Background: an optimization exercise with open tools, aiming at small area, a short achievable clock period and few clock cycles. Do not read the settings as production practice.
Where RTL was checked, it was by simulation tests only, not by an equivalence proof against the original.
Power figures rest on the tool's default switching activity, not on a simulated workload.

==> flow/design.v <==
module stuff_codec (
    input  wire         clk,
    input  wire         rst,
    input  wire         cfg_mode,         
    input  wire [4:0]   cfg_avoid_len,    
    input  wire [127:0] cfg_avoid,        
    input  wire [13:0]  cfg_crc_poly,
    input  wire [13:0]  cfg_crc_init,
    input  wire         in_valid,
    input  wire [7:0]   in_data,
    input  wire         in_last,
    output reg          in_ready,
    output reg          out_valid,
    output reg  [7:0]   out_data,
    input  wire         out_ready,
    output reg          done,
    output reg          done_err,
    output reg  [15:0]  done_count,
    output reg  [13:0]  done_crc
);
    wire       cfg_ok = (cfg_avoid_len >= 5'd2) && (cfg_avoid_len <= 5'd16);
    wire [3:0] nl     = cfg_avoid_len[3:0];
    function [7:1] crc_coef;
        input [13:0] p;
        integer dd, s;
        reg [7:0] c;
        begin
            c = 8'd1;
            for (dd = 1; dd < 8; dd = dd + 1) begin
                c[dd] = 1'b0;
                for (s = 1; s <= dd; s = s + 1)
                    c[dd] = c[dd] ^ (p[14-s] & c[dd-s]);
            end
            crc_coef = c[7:1];
        end
    endfunction
    reg        mode_r;
    reg        ok_r;
    reg  [7:0] esc_r;
    reg  [7:0] init_r;       
    reg  [7:1] coef_r;
    wire       stuff = ~mode_r;
    reg [13:0] d;           
    reg        mm;          
    reg        mm_last;     
    reg        in_first;    
    reg        a_v, a_last, a_drop, a_first, a_esc, a_err;
    reg [7:0]  a_d;
    reg        b_v, b_end;
    reg [7:0]  b_d;
    reg [13:0] crc;
    reg [12:0] cnt;
    reg        err;
    reg [14:0] chain;
    reg        match_now;
    integer j;
    always @(*) begin
        match_now = 1'b0;
        for (j = 0; j < 15; j = j + 1) begin
            chain[j] = (in_data == cfg_avoid[8*j +: 8]) &&
                       (j == 0 ? 1'b1 : d[(j == 0) ? 0 : j-1]);
            if (nl == ((j + 2) & 15)) match_now = match_now | chain[j];
        end
    end
    reg [7:0] esc_byte;
    always @(*) begin
        esc_byte = cfg_avoid[127:120];
        for (j = 1; j < 15; j = j + 1)
            if (nl == j + 1) esc_byte = cfg_avoid[8*j +: 8];
    end
    wire b_go   = (b_v || b_end) && (!b_v || out_ready);
    wire b_free = !b_v || out_ready;
    wire a_go   = a_v && b_free;
    wire a_free = !a_v || b_free;
    wire ins_e  = mm && stuff;           
    always @(*) begin
        in_ready   = a_free && !ins_e;
        out_valid  = b_v;
        out_data   = b_d;
        done       = b_end && (!b_v || out_ready);
        done_err   = err;
        done_count = err ? 16'hFFFF : {3'b000, cnt};
        done_crc   = crc;
    end
    wire in_fire = in_valid && in_ready;
    reg [13:0] base, crc_next;
    reg  [7:0] h, t;
    integer k, q;
    always @(*) begin
        base = a_first ? {init_r, cfg_crc_init[5:0]} : crc;
        h    = base[13:6] ^ a_d;
        for (k = 0; k < 8; k = k + 1) begin
            t[k] = h[k];
            for (q = 1; q < 8; q = q + 1)
                if (k + q < 8) t[k] = t[k] ^ (coef_r[q] & h[k+q]);
        end
        for (k = 0; k < 14; k = k + 1) begin
            crc_next[k] = (k >= 8) ? base[k-8] : 1'b0;
            for (q = 0; q < 8; q = q + 1)
                if (q <= k) crc_next[k] = crc_next[k] ^ (t[q] & cfg_crc_poly[k-q]);
        end
    end
    always @(posedge clk) begin
        mode_r <= cfg_mode;
        ok_r   <= cfg_ok;
        esc_r  <= ~esc_byte;
        init_r <= cfg_crc_init[13:6];
        coef_r <= crc_coef(cfg_crc_poly);
        if (rst) begin
            d        <= 14'd0;
            mm       <= 1'b0;
            mm_last  <= 1'b0;
            in_first <= 1'b1;
            a_v      <= 1'b0;
            b_v      <= 1'b0;
            b_end    <= 1'b0;
        end else begin
            if (a_free) begin
                a_v <= 1'b0;
                if (ins_e) begin
                    a_v     <= 1'b1;
                    a_d     <= esc_r;
                    a_last  <= mm_last;
                    a_drop  <= 1'b0;
                    a_first <= 1'b0;
                    a_esc   <= 1'b1;
                    a_err   <= !ok_r;
                    mm      <= 1'b0;
                    d       <= 14'd0;
                end else if (in_fire) begin
                    a_v      <= 1'b1;
                    a_d      <= in_data;
                    a_last   <= in_last && !(stuff && match_now);
                    a_drop   <= !stuff && mm;
                    a_first  <= in_first;
                    a_esc    <= !stuff && mm;
                    a_err    <= !ok_r ||
                                (!stuff && mm && in_data != esc_r) ||
                                (!stuff && !mm && match_now && in_last);
                    in_first <= in_last;
                    if (mm) begin
                        mm <= 1'b0;
                        d  <= 14'd0;
                    end else begin
                        mm      <= match_now && (stuff || !in_last);
                        mm_last <= in_last;
                        d       <= in_last ? 14'd0 : chain[13:0];
                    end
                end
            end
            if (a_go) begin
                b_v   <= !a_drop;
                b_d   <= a_d;
                b_end <= a_last;
            end else if (b_go) begin
                b_v   <= 1'b0;
                b_end <= 1'b0;
            end
        end
        if (a_go) begin
            crc <= crc_next;
            cnt <= (a_first ? 13'd0 : cnt) + {12'd0, a_esc};
            err <= (a_first ? 1'b0 : err) | a_err;
        end
    end
endmodule
clock: 6.5 ns
lec_check: 0
cap_margin: 20
core_margin: 2
core_utilization: 60
setup_slack_margin: 3.2
slew_margin: 20
standard.sh (not shown) runs the stock make flow with config.mk's settings and CLKGATE_MAP_FILE= SYNTH_SCRIPT=/design/flow/synth_recipe.tcl, a recipe that flattens the netlist after the stock synthesis.
==> flow/flow/run.sh <==
#!/bin/bash
# Layout flow: the standard ORFS flow, with the port buffers made as
# minimum-size buffers (timing repair upsizes those that need it) and the
# clock tree built without dummy balancing loads.
set -euo pipefail
cd "$(dirname "$0")/.."
export BUFFER_PORTS_ARGS="-buffer_cell sky130_fd_sc_hd__buf_1"
export CTS_ARGS="-sink_clustering_enable -repair_clock_nets -dont_use_dummy_load -buf_list {sky130_fd_sc_hd__clkbuf_4 sky130_fd_sc_hd__clkbuf_8}"
bash standard.sh > standard.log 2>&1
Testbench counts at the start, summed over its fixed seeds: cycles 70,425.
Rerun with:
--- a/flow/design.v
+++ b/flow/design.v
@@ -42,11 +42,12 @@
     wire       stuff = ~mode_r;
     reg [13:0] d;           
     reg        mm;          
     reg        mm_last;     
     reg        in_first;    
-    reg        a_v, a_last, a_drop, a_first, a_esc, a_err;
+    reg        a_v, a_last, a_first, a_esc, a_err;
+    wire       a_drop = a_esc && mode_r;
     reg [7:0]  a_d;
     reg        b_v, b_end;
     reg [7:0]  b_d;
     reg [13:0] crc;
     reg [12:0] cnt;
@@ -119,21 +120,19 @@
                 a_v <= 1'b0;
                 if (ins_e) begin
                     a_v     <= 1'b1;
                     a_d     <= esc_r;
                     a_last  <= mm_last;
-                    a_drop  <= 1'b0;
                     a_first <= 1'b0;
                     a_esc   <= 1'b1;
                     a_err   <= !ok_r;
                     mm      <= 1'b0;
                     d       <= 14'd0;
                 end else if (in_fire) begin
                     a_v      <= 1'b1;
                     a_d      <= in_data;
                     a_last   <= in_last && !(stuff && match_now);
-                    a_drop   <= !stuff && mm;
                     a_first  <= in_first;
                     a_esc    <= !stuff && mm;
                     a_err    <= !ok_r ||
                                 (!stuff && mm && in_data != esc_r) ||
                                 (!stuff && !mm && match_now && in_last);
Result: Die area shrinks by 1.5%; setup slack is worse by 0.0071 ns; synthesized cell count shrinks by 0.53%; area after synthesis shrinks by 1.6%; core utilization stays flat; total power grows by 0.80%; first-iteration DRC count shrinks by 10%; non-clock buffer count grows by 2; routed wire length shrinks by 3.5%.
Function not checked in the second run of this note: the RTL went through the layout flow alone.

re-timing with driven ports:
How much do the figures lean on ideal ports? The routed layouts below were timed once more, with nothing changed but the port constraints.
Step 1 assumes that a clkbuf_16 drives the clock port and a buf_2 every other input.
Step 2, shift: input delay + t, output delay - t, t = (earliest + latest rising clock arrival at the registers) / 2. This alone moves slack from input paths to output paths.
a / b / c = ideal / step 1 / step 2; a / b = the first two.
| run | t, ns | slack for setup (ns) | hold slack, ns | worst register clock-pin slew, ns | worst slew at a driven data input, ns |
|---|---|---|---|---|---|
| the first run | 0.397 | 3.297 / 3.277 / 2.934 | 0.459 / 0.459 / 0.459 | 0.10 / 0.10 | 0.05 |
| the second run | 0.395 | 3.290 / 3.286 / 2.907 | 0.450 / 0.450 / 0.450 | 0.10 / 0.10 | 0.07 |
After both steps setup and hold are still met in every run listed. The setup slack of the second run, which loses most, moves by -0.004 ns with the drivers and by -0.383 ns with both steps.
